This design comes from an exercise in tuning for small area, a short achievable clock period and few clock cycles on the open sky130 flow, not from production work.
Only simulation tests tie the RTL to the original design; equivalence was not proved.
Power is estimated from default activity; no workload was simulated.

**flow/run.sh**
```bash
#!/bin/bash
# synth_recipe.tcl (not shown) runs the flow's synth.tcl, then flattens the netlist and writes it again
# the make line also repeats each setting of config.mk as NAME=value (left out here)
make -C /OpenROAD-flow-scripts/flow DESIGN_CONFIG=/design/flow/config.mk WORK_HOME=/design/flow/orfs CLKGATE_MAP_FILE= SYNTH_SCRIPT=/design/flow/synth_recipe.tcl finish
```
**flow/config.mk**
```make
export PLATFORM = sky130hd
export DESIGN_NAME = hfe_encoder
export DESIGN_NICKNAME = hfe_encoder
export VERILOG_FILES = /design/flow/design.v
export SDC_FILE = /design/flow/constraint.sdc
export NUM_CORES = 4
export LEC_CHECK = 0
export CAP_MARGIN = 20
export CORE_MARGIN = 2
export CORE_UTILIZATION = 40
export SLEW_MARGIN = 20
```
**flow/constraint.sdc**
```tcl
create_clock -name core_clock -period 15.0 [get_ports {clk}]
set_input_delay 3.0000 -clock core_clock [delete_from_list [all_inputs] [get_ports {clk}]]
set_output_delay 3.0000 -clock core_clock [all_outputs]
set_load 0.01 [all_outputs]
```
**flow/design.v**
```verilog
module hfe_encoder (
    input  wire       clk,
    input  wire       rst,           
    input  wire       src_we,
    input  wire [5:0] src_addr,
    input  wire [7:0] src_wdata,
    input  wire       start,
    input  wire [6:0] src_h,         
    input  wire [6:0] src_w,         
    input  wire       src_rgb,       
    input  wire [7:0] req_h,         
    input  wire [7:0] req_w,         
    input  wire [1:0] req_fmt,       
    input  wire       abort,
    output wire       tx_valid,
    output wire [7:0] tx_data,
    input  wire       tx_ready,
    output wire       busy
);
    reg busy_r;
    assign busy = busy_r;
    reg [7:0] mem [0:63];
    always @(posedge clk) begin
        if (!rst && !busy_r && src_we)
            mem[src_addr] <= src_wdata;
    end
    reg [6:0] sh, sw;
    reg       rgb;
    reg [7:0] hh, ww;
    reg [1:0] fmt;
    always @(posedge clk) begin
        if (!busy_r) begin
            sh  <= src_h;
            sw  <= src_w;
            rgb <= src_rgb;
            hh  <= req_h;
            ww  <= req_w;
            fmt <= req_fmt;
        end
    end
    wire [5:0] sc     = rgb ? 6'd3 : 6'd1;
    wire [5:0] stride = rgb ? (sw[5:0] + {sw[4:0], 1'b0}) : sw[5:0];    
    wire [1:0] clast_v = rgb ? 2'd2 : 2'd0;
    reg init;                        
    reg run;                         
    wire kill = rst || (busy_r && abort);
    wire adv;                        
    reg  job_end;                    
    reg [5:0] x_off;                 
    reg [7:0] xa;
    reg [6:0] xn;
    reg [5:0] y_base;                
    reg [7:0] ya;
    reg [6:0] yn;
    reg [1:0] ch;
    reg       first;
    reg [5:0] cx_off;                
    reg [7:0] cxa;
    reg [5:0] ry_base;               
    reg [7:0] rya;
    reg [7:0] ir;                    
    wire       x_last = ({1'b0, xn} <= xa);
    wire       y_last = ({1'b0, yn} <= ya);
    wire       x_eq   = ({1'b0, xn} == xa);
    wire       y_eq   = ({1'b0, yn} == ya);
    wire [6:0] lx     = x_last ? xn : xa[6:0];
    wire [6:0] ly     = y_last ? yn : ya[6:0];
    wire       c_last = (ch == clast_v);
    wire [5:0] x_nxt  = x_off + sc;
    wire [5:0] y_nxt  = y_base + stride;
    wire       i_last = (ir == 8'd0);
    wire       e_last = x_last && y_last;            
    wire       px_last = e_last && c_last;            
    wire [5:0] ncx_off = (x_eq ? x_nxt : x_off) - {4'd0, ch};
    wire [7:0] ncxa    = x_eq ? ww : (xa - {1'b0, xn});
    wire       j_last  = x_eq && (ncx_off == stride);
    wire [5:0] nry     = y_eq ? y_nxt : y_base;
    wire [7:0] nrya    = y_eq ? hh : (ya - {1'b0, yn});
    wire      jb_last = px_last && j_last && i_last;  
    reg       e_v, e_first, e_last_r, e_clast, e_jl, e_init;
    reg [1:0] e_ch;
    reg [5:0] e_addr;
    reg [6:0] e_lx, e_ly;
    always @(posedge clk) begin
        if (kill || job_end) begin
            run  <= 1'b0;
            init <= 1'b0;
            e_v  <= 1'b0;
            e_init <= 1'b0;
        end else if (!busy_r) begin
            init <= start;
            e_v  <= 1'b0;
            e_init <= 1'b0;
        end else if (init) begin
            init    <= 1'b0;
            run     <= 1'b1;
            e_v     <= 1'b0;
            e_init  <= 1'b1;
            e_lx    <= sw;
            e_ly    <= sh;
            x_off   <= 6'd0;
            xa      <= ww;
            xn      <= sw;
            y_base  <= 6'd0;
            ya      <= hh;
            yn      <= sh;
            ch      <= 2'd0;
            first   <= 1'b1;
            cx_off  <= 6'd0;
            cxa     <= ww;
            ry_base <= 6'd0;
            rya     <= hh;
            ir      <= hh - 8'd1;
        end else if (adv) begin
            e_init   <= 1'b0;
            e_v      <= run;
            e_first  <= first;
            e_last_r <= e_last;
            e_clast  <= c_last;
            e_jl     <= jb_last;
            e_ch     <= ch;
            e_addr   <= y_base + x_off;
            e_lx     <= lx;
            e_ly     <= ly;
            if (run) begin
                if (!x_last) begin
                    x_off <= x_nxt;
                    xn    <= xn - xa[6:0];
                    xa    <= ww;
                    first <= 1'b0;
                end else if (!y_last) begin
                    y_base <= y_nxt;
                    yn     <= yn - ya[6:0];
                    ya     <= hh;
                    x_off  <= cx_off + {4'd0, ch};
                    xn     <= sw;
                    xa     <= cxa;
                    first  <= 1'b0;
                end else if (!c_last) begin
                    ch     <= ch + 2'd1;
                    y_base <= ry_base;
                    yn     <= sh;
                    ya     <= rya;
                    x_off  <= cx_off + {4'd0, ch} + 6'd1;
                    xn     <= sw;
                    xa     <= cxa;
                    first  <= 1'b1;
                end else begin
                    ch    <= 2'd0;
                    first <= 1'b1;
                    xn    <= sw;
                    yn    <= sh;
                    if (!j_last) begin
                        cx_off <= ncx_off;
                        cxa    <= ncxa;
                        x_off  <= ncx_off;
                        xa     <= ncxa;
                        y_base <= ry_base;
                        ya     <= rya;
                    end else begin
                        cx_off <= 6'd0;
                        cxa    <= ww;
                        x_off  <= 6'd0;
                        xa     <= ww;
                        ir     <= ir - 8'd1;
                        ry_base <= nry;
                        rya     <= nrya;
                        y_base  <= nry;
                        ya      <= nrya;
                        if (i_last)
                            run <= 1'b0;
                    end
                end
            end
        end
    end
    reg       s_v, s_first, s_last, s_clast, s_jl;
    reg [1:0] s_ch;
    reg [7:0] s_smp;
    reg [6:0] s_w;
    reg [6:0] area;                  
    always @(posedge clk) begin
        if (kill || job_end || !busy_r) begin
            s_v <= 1'b0;
        end else if (adv) begin
            s_v     <= e_v;
            s_first <= e_first;
            s_last  <= e_last_r;
            s_clast <= e_clast;
            s_jl    <= e_jl;
            s_ch    <= e_ch;
            s_smp   <= mem[e_addr];
            s_w     <= e_lx * e_ly;
        end
        if (busy_r && e_init)
            area <= e_lx * e_ly;
    end
    reg        p_v, p_first, p_last, p_clast, p_jl;
    reg [1:0]  p_ch;
    reg [13:0] p_prod;
    always @(posedge clk) begin
        if (kill || job_end || !busy_r) begin
            p_v <= 1'b0;
        end else if (adv) begin
            p_v     <= s_v;
            p_first <= s_first;
            p_last  <= s_last;
            p_clast <= s_clast;
            p_jl    <= s_jl;
            p_ch    <= s_ch;
            p_prod  <= s_w * s_smp;
        end
    end
    reg        a_v, a_clast, a_jl;
    reg [1:0]  a_ch;
    reg [13:0] acc;
    always @(posedge clk) begin
        if (kill || job_end || !busy_r) begin
            a_v <= 1'b0;
        end else if (adv) begin
            a_v <= p_v && p_last;
            if (p_v) begin
                acc     <= (p_first ? {8'd0, area[6:1]} : acc) + p_prod;
                a_clast <= p_clast;
                a_jl    <= p_jl;
                a_ch    <= p_ch;
            end
        end
    end
    function [6:0] dstep_rem;
        input [5:0] rem;
        input       nb;
        input [6:0] d;
        reg   [6:0] t;
        begin
            t = {rem, nb};
            dstep_rem = (t >= d) ? (t - d) : t;
        end
    endfunction
    reg        d1_v, d1_clast, d1_jl;
    reg [1:0]  d1_ch;
    reg [5:0]  d1_rem;
    reg [4:0]  d1_n;
    reg [2:0]  d1_q;
    reg        d2_v, d2_clast, d2_jl;
    reg [1:0]  d2_ch;
    reg [5:0]  d2_rem;
    reg [1:0]  d2_n;
    reg [5:0]  d2_q;
    reg        d3_v, d3_clast, d3_jl;
    reg [1:0]  d3_ch;
    reg [7:0]  d3_q;
    reg [6:0] r1, r2;
    reg [5:0] rr;
    reg [2:0] q1;
    reg [5:0] q2;
    reg [7:0] q3;
    integer k;
    always @(*) begin
        rr = acc[13:8];
        for (k = 0; k < 3; k = k + 1) begin
            r1 = {rr, acc[7-k]};
            q1[2-k] = (r1 >= area);
            rr = q1[2-k] ? (r1 - area) : r1;
        end
    end
    wire [5:0] d1_rem_n = rr;
    reg [5:0] rr2;
    always @(*) begin
        rr2 = d1_rem;
        q2 = {d1_q, 3'b000};
        for (k = 0; k < 3; k = k + 1) begin
            r2 = {rr2, d1_n[4-k]};
            q2[2-k] = (r2 >= area);
            rr2 = q2[2-k] ? (r2 - area) : r2;
        end
    end
    reg [5:0] rr3;
    reg [6:0] r3;
    always @(*) begin
        rr3 = d2_rem;
        q3 = {d2_q, 2'b00};
        for (k = 0; k < 2; k = k + 1) begin
            r3 = {rr3, d2_n[1-k]};
            q3[1-k] = (r3 >= area);
            rr3 = q3[1-k] ? (r3 - area) : r3;
        end
    end
    always @(posedge clk) begin
        if (kill || job_end || !busy_r) begin
            d1_v <= 1'b0;
            d2_v <= 1'b0;
            d3_v <= 1'b0;
        end else if (adv) begin
            d1_v     <= a_v;
            d1_clast <= a_clast;
            d1_jl    <= a_jl;
            d1_ch    <= a_ch;
            d1_rem   <= d1_rem_n;
            d1_n     <= acc[4:0];
            d1_q     <= q1;
            d2_v     <= d1_v;
            d2_clast <= d1_clast;
            d2_jl    <= d1_jl;
            d2_ch    <= d1_ch;
            d2_rem   <= rr2;
            d2_n     <= d1_n[1:0];
            d2_q     <= q2;
            d3_v     <= d2_v;
            d3_clast <= d2_clast;
            d3_jl    <= d2_jl;
            d3_ch    <= d2_ch;
            d3_q     <= q3;
        end
    end
    reg        c1_full, c1_jl;
    reg [7:0]  pr, pg, pb;
    reg [21:0] lacc;
    wire [13:0] kc = (d3_ch == 2'd0) ? 14'd4899 :
                     (d3_ch == 2'd1) ? 14'd9617 : 14'd1868;
    wire [21:0] lacc_n = ((d3_ch == 2'd0) ? 22'd8192 : lacc) + kc * d3_q;
    reg        o_v, o_jl;
    reg [7:0]  ob0, ob1, ob2;
    reg [1:0]  o_cnt;                
    wire fire   = o_v && tx_ready;
    wire o_done = fire && (o_cnt == 2'd1);
    wire xfer   = c1_full && (!o_v || o_done);
    assign adv  = !c1_full || xfer;
    always @(*) job_end = o_done && o_jl;
    always @(posedge clk) begin
        if (kill || job_end || !busy_r) begin
            c1_full <= 1'b0;
        end else if (adv) begin
            c1_full <= d3_v && d3_clast;
            if (d3_v) begin
                c1_jl <= d3_jl;
                lacc  <= lacc_n;
                if (d3_ch == 2'd0)
                    pr <= d3_q;
                if (d3_ch == 2'd1 || (d3_ch == 2'd0 && d3_clast))
                    pg <= d3_q;
                if (d3_clast)
                    pb <= d3_q;
            end
        end
    end
    wire [7:0] luma = lacc[21:14];
    reg  [7:0] nb0, nb1, nb2;
    reg  [1:0] ncnt;
    always @(*) begin
        case (fmt)
        2'd2: begin
            nb0 = {pr[7:3], pg[7:5]};
            nb1 = {pg[4:2], pb[7:3]};
            nb2 = 8'd0;
            ncnt = 2'd2;
        end
        2'd3: begin
            nb0 = pr;
            nb1 = pg;
            nb2 = pb;
            ncnt = 2'd3;
        end
        default: begin
            nb0 = rgb ? luma : pr;
            nb1 = 8'd0;
            nb2 = 8'd0;
            ncnt = 2'd1;
        end
        endcase
    end
    always @(posedge clk) begin
        if (kill || job_end || !busy_r) begin
            o_v <= 1'b0;
        end else if (xfer) begin
            o_v   <= 1'b1;
            o_jl  <= c1_jl;
            ob0   <= nb0;
            ob1   <= nb1;
            ob2   <= nb2;
            o_cnt <= ncnt;
        end else if (fire) begin
            o_v   <= !o_done;
            ob0   <= ob1;
            ob1   <= ob2;
            o_cnt <= o_cnt - 2'd1;
        end
    end
    assign tx_valid = o_v;
    assign tx_data  = ob0;
    always @(posedge clk) begin
        if (rst)
            busy_r <= 1'b0;
        else if (!busy_r)
            busy_r <= start;
        else if (abort || job_end)
            busy_r <= 1'b0;
    end
endmodule
```
==> results.txt <==
- Switch share: 0.232
- RSZ-0062 raised after global routing: no
- Max-cap violations: 0
- Lkg Pwr: 0.0178 µW
- Sum of net half-perimeters after detailed placement: 62.2 mm
- Number of levels the H-tree was split into: 3
- Most used cell along the critical path: sky130_fd_sc_hd__o21ai_0
- Count of state elements after synthesis: 853
- Via count of the first global-routing pass: 24675
- Cell Area, Synth: 43800 µm²
- Syn_area_per_cell: 14.4 µm²
- Power after layout: 5310 µW
- Portion of total power attributed to the clock network: 0.414
- Number of buffers between clock root and the deepest sink: 3
- Placement row count: 121
- GRT Overall Usage: 0.167
- DIE AREA: 112000 µm²
- Most used DFF post-synth: sky130_fd_sc_hd__edfxtp_1
- Achievable clock frequency: 134 MHz
- Cell Count Post-Placement: 4443
- Total vias in the final route: 23935
- Clock tree skew after final layout: 0.0554 ns
- Final hold violations: 0
- Number of setup buffers added after CTS: 0
- Detailed-router iteration count before antenna repair: 9
- Required time worst endpoint: 15.47 ns
- Net switching power of the design: 1230 µW
- Syn. warnings: 1
- Die extent in y: 335 µm
- Post-route DRC: 0
- Crit. End Element: flop
- Max-slew violation count: 0
- Overflow left after global routing: 0
- Worst IR drop on VDD: 0.101 mV
- # IOs: 63
- Initial antenna violation count: 1
- Critical Path Slowest Stage Cell: sky130_fd_sc_hd__inv_1
- Setup slack at placement: 7.56 ns
- Critical path launch point type: flop
- Gate power share: 0.082
- Latest clock arrival within the worst-skew pair: 0.68 ns
- Wire length of the first global-routing pass: 144 mm
- Transition at the pin with the smallest max-transition slack: 1.08 ns
- Synthesized netlist cell count: 3049
- TritonCTS clock tree: done
- Number of buffers inserted during clock tree synthesis: 91
- Post-Route Setup TNS: 0 ns
- Net total in the final layout: 3520
- Part of the total power dissipated in sequential elements: 0.504
- Layout Utilization: 0.449
- Antenna cells: 0
- Drt total wl: 92.3 mm
- Share of post-route cells with drive strength above 1: 0.125
- Die X-Extent: 335 µm
- Unique cell type count in the Yosys netlist: 80
- Largest net degree at the start of global routing: 129
- Share of async-settable or async-resettable flops after synthesis: 0
- Ratio of routed vias to standard cells: 5.20
- Post-route antenna net violation count: 0
- Largest stage delay, worst path: 0.54 ns
- Type of the most critical hold path: flop to flop
- CTS-repair resized insts: 0
- Power per Cell Area: 109 nW/µm²
- Int Power: 4080 µW
- Area growth syn-to-layout: 11.6%
- Fraction of the yosys area taken by sequential cells: 0.582
- Gp weighted congestion: 0.824
- Min Tclk post-route: 7.47 ns
- Count of flip-flops with a built-in enable after synthesis: 840
- CP Data Arrival Time: 7.94 ns
- Input/output buffers: 62
- Hold buffers post-CTS: 0
- Clock transition at path regs: 0.06 ns
- Final Setup Violations: 0
- Root Buffer Master: sky130_fd_sc_hd__clkbuf_16
- Final worst slack: 7.53 ns
- Final worst path period share: 0.498
- Placeable core region: 109000 µm²
- WS Path Type: flop to flop
- Starting utilization of the core area: 0.403
- Outcome: finished clean
- Violation count after the first detailed-routing iteration: 1910
- Worst slew margin relative to its limit: 0.278
- Total nets after synthesis: 3447
- Number of non-filler instances in the completed layout: 4607
- Max Fanout on Critical Path: 16
- Wire length per cell after detailed routing: 20.0 µm
- Clock sink total: 853
-- power groups by stage --
stage | clock (µW) | sequential [µW] | combinational, µW
2_1_floorplan | 0 | 2710 | 314
3_3_place_gp | 0 | 2730 | 433
3_5_place_dp | 0 | 2730 | 437
4_1_cts | 2240 | 2680 | 441
5_1_grt | 2330 | 2680 | 494
6_report | 2200 | 2680 | 436
-- cells by family after synthesis --
logic type,synth area share
compound gates,0.0551
xor+xnor,0.0286
fa+ha+maj,0.122
buf+inv,0.0343
flops,0.582
mux,0.105
other cells,0.000172
simple gates,0.0729
-- area by class of cell --
type | count | area, µm²
fill | 9576 | 59800
timing repair buffer | 87 | 796
tap | 1414 | 1770
multi-input combinational | 1802 | 16800
sequential | 853 | 25500
inverter | 287 | 1080
clock buffer | 103 | 2340
clock inverter | 61 | 562
-- placed cells by master (no fill, tap or decap), types with 54 or more instances in the layout --
cell and count:
sky130_fd_sc_hd__ha_1 211, sky130_fd_sc_hd__clkdlybuf4s50_1 54, sky130_fd_sc_hd__a21oi_1 118, sky130_fd_sc_hd__and2_1 73, sky130_fd_sc_hd__inv_1 285, sky130_fd_sc_hd__fa_1 134, sky130_fd_sc_hd__edfxtp_1 840, sky130_fd_sc_hd__o21ai_0 112
sky130_fd_sc_hd__nand2_1 237, sky130_fd_sc_hd__nor2_1 187, sky130_fd_sc_hd__mux4_2 168, sky130_fd_sc_hd__xnor2_1 94, sky130_fd_sc_hd__clkbuf_16 92
-- path summary, 6_finish.rpt --
path / from / end / slack, ns / cells after the start
max: area[1] / d1_rem[4] / 7.53 / 29
min reg2reg: s_ch[0] / p_ch[0] / 0.41 / 0
min: s_ch[0] / p_ch[0] / 0.41 / 0
max reg2reg: area[1] / d1_rem[4] / 7.53 / 29
-- registers in the layout, summed over array words and instances (netlist names), 8 cells and up --
signal	flops
acc	14
mem	512
ww	8
ob2	8
hh	8
p_prod	14
pb	8
ob0	8
ya	8
rya	8
pg	8
cxa	8
lacc	22
ir	8
d3_q	8
s_smp	8
ob1	8
pr	8
xa	8
-- synthesized netlist by cell type (19+ instances only) --
master | instances | share of area
sky130_fd_sc_hd__mux2_2 | 33 | 0.0085
sky130_fd_sc_hd__nand3_1 | 26 | 0.0030
sky130_fd_sc_hd__inv_1 | 286 | 0.025
sky130_fd_sc_hd__mux2i_1 | 40 | 0.0091
sky130_fd_sc_hd__mux4_2 | 168 | 0.086
sky130_fd_sc_hd__edfxtp_1 | 840 | 0.58
sky130_fd_sc_hd__buf_1 | 19 | 0.0016
sky130_fd_sc_hd__a21o_1 | 34 | 0.0058
sky130_fd_sc_hd__a21oi_1 | 120 | 0.014
sky130_fd_sc_hd__nor2_1 | 188 | 0.016
sky130_fd_sc_hd__ha_1 | 211 | 0.060
sky130_fd_sc_hd__o21ai_0 | 112 | 0.013
sky130_fd_sc_hd__xnor2_1 | 94 | 0.019
sky130_fd_sc_hd__clkbuf_1 | 83 | 0.0071
sky130_fd_sc_hd__fa_1 | 134 | 0.061
sky130_fd_sc_hd__nor3_1 | 29 | 0.0033
sky130_fd_sc_hd__and2_1 | 73 | 0.010
sky130_fd_sc_hd__nand2_1 | 238 | 0.020
sky130_fd_sc_hd__xor2_1 | 44 | 0.0088
sky130_fd_sc_hd__nor2b_1 | 31 | 0.0044
-- stage by stage --
| step | cell area [µm²] | hold WS (ns) |
|---|---|---|
| after floorplan | 43800 | 0.400 |
| after global placement | 45900 | 0.402 |
| after detailed placement | 45900 | 0.405 |
| after CTS | 48800 | 0.413 |
| after global routing | 48900 | 0.414 |
| final | 48900 | 0.410 |
-- critical path: cells and delay by family (launching register included) --
family / cells / cell delay, ns
simple gates: 6 / 1.15
flops: 1 / 0.48
compound gates: 17 / 3.79
fa+ha+maj: 3 / 0.93
mux: 1 / 0.37
buf+inv: 2 / 0.59
-- metal layers --
| layer | track usage | part of all wire | wire (µm) |
|---|---|---|---|
| met5 | 0 | 0.00014 | 13 |
| met3 | 0.0230 | 0.038 | 3530 |
| met1 | 0.231 | 0.45 | 41600 |
| met2 | 0.281 | 0.49 | 45400 |
| met4 | 0.0403 | 0.019 | 1720 |
Testbench counts, summed over its fixed seeds: cycles 63,838.

## what the ideal ports hide
How much do the figures lean on ideal ports? The routed layout below was timed once more, with nothing changed but the port constraints.
Step 1 assumes that a clkbuf_16 drives the clock port and a buf_2 every other input.
Step 2 times the ports against the registers' clock, not the clock port: input delays grow and output delays shrink by t, the midpoint of the rising clock arrivals with the driver on.
a / b / c = ideal ports / drivers / drivers and shift; a / b = the first two.
t (ns): 0.720
slack for setup (ns): 7.534 / 7.534 / 7.534
worst setup path after step 2: register to register
After both steps this run still meets setup and hold. For this run, drivers alone change the setup slack by 0.000 ns; drivers and shift together by 0.000 ns.
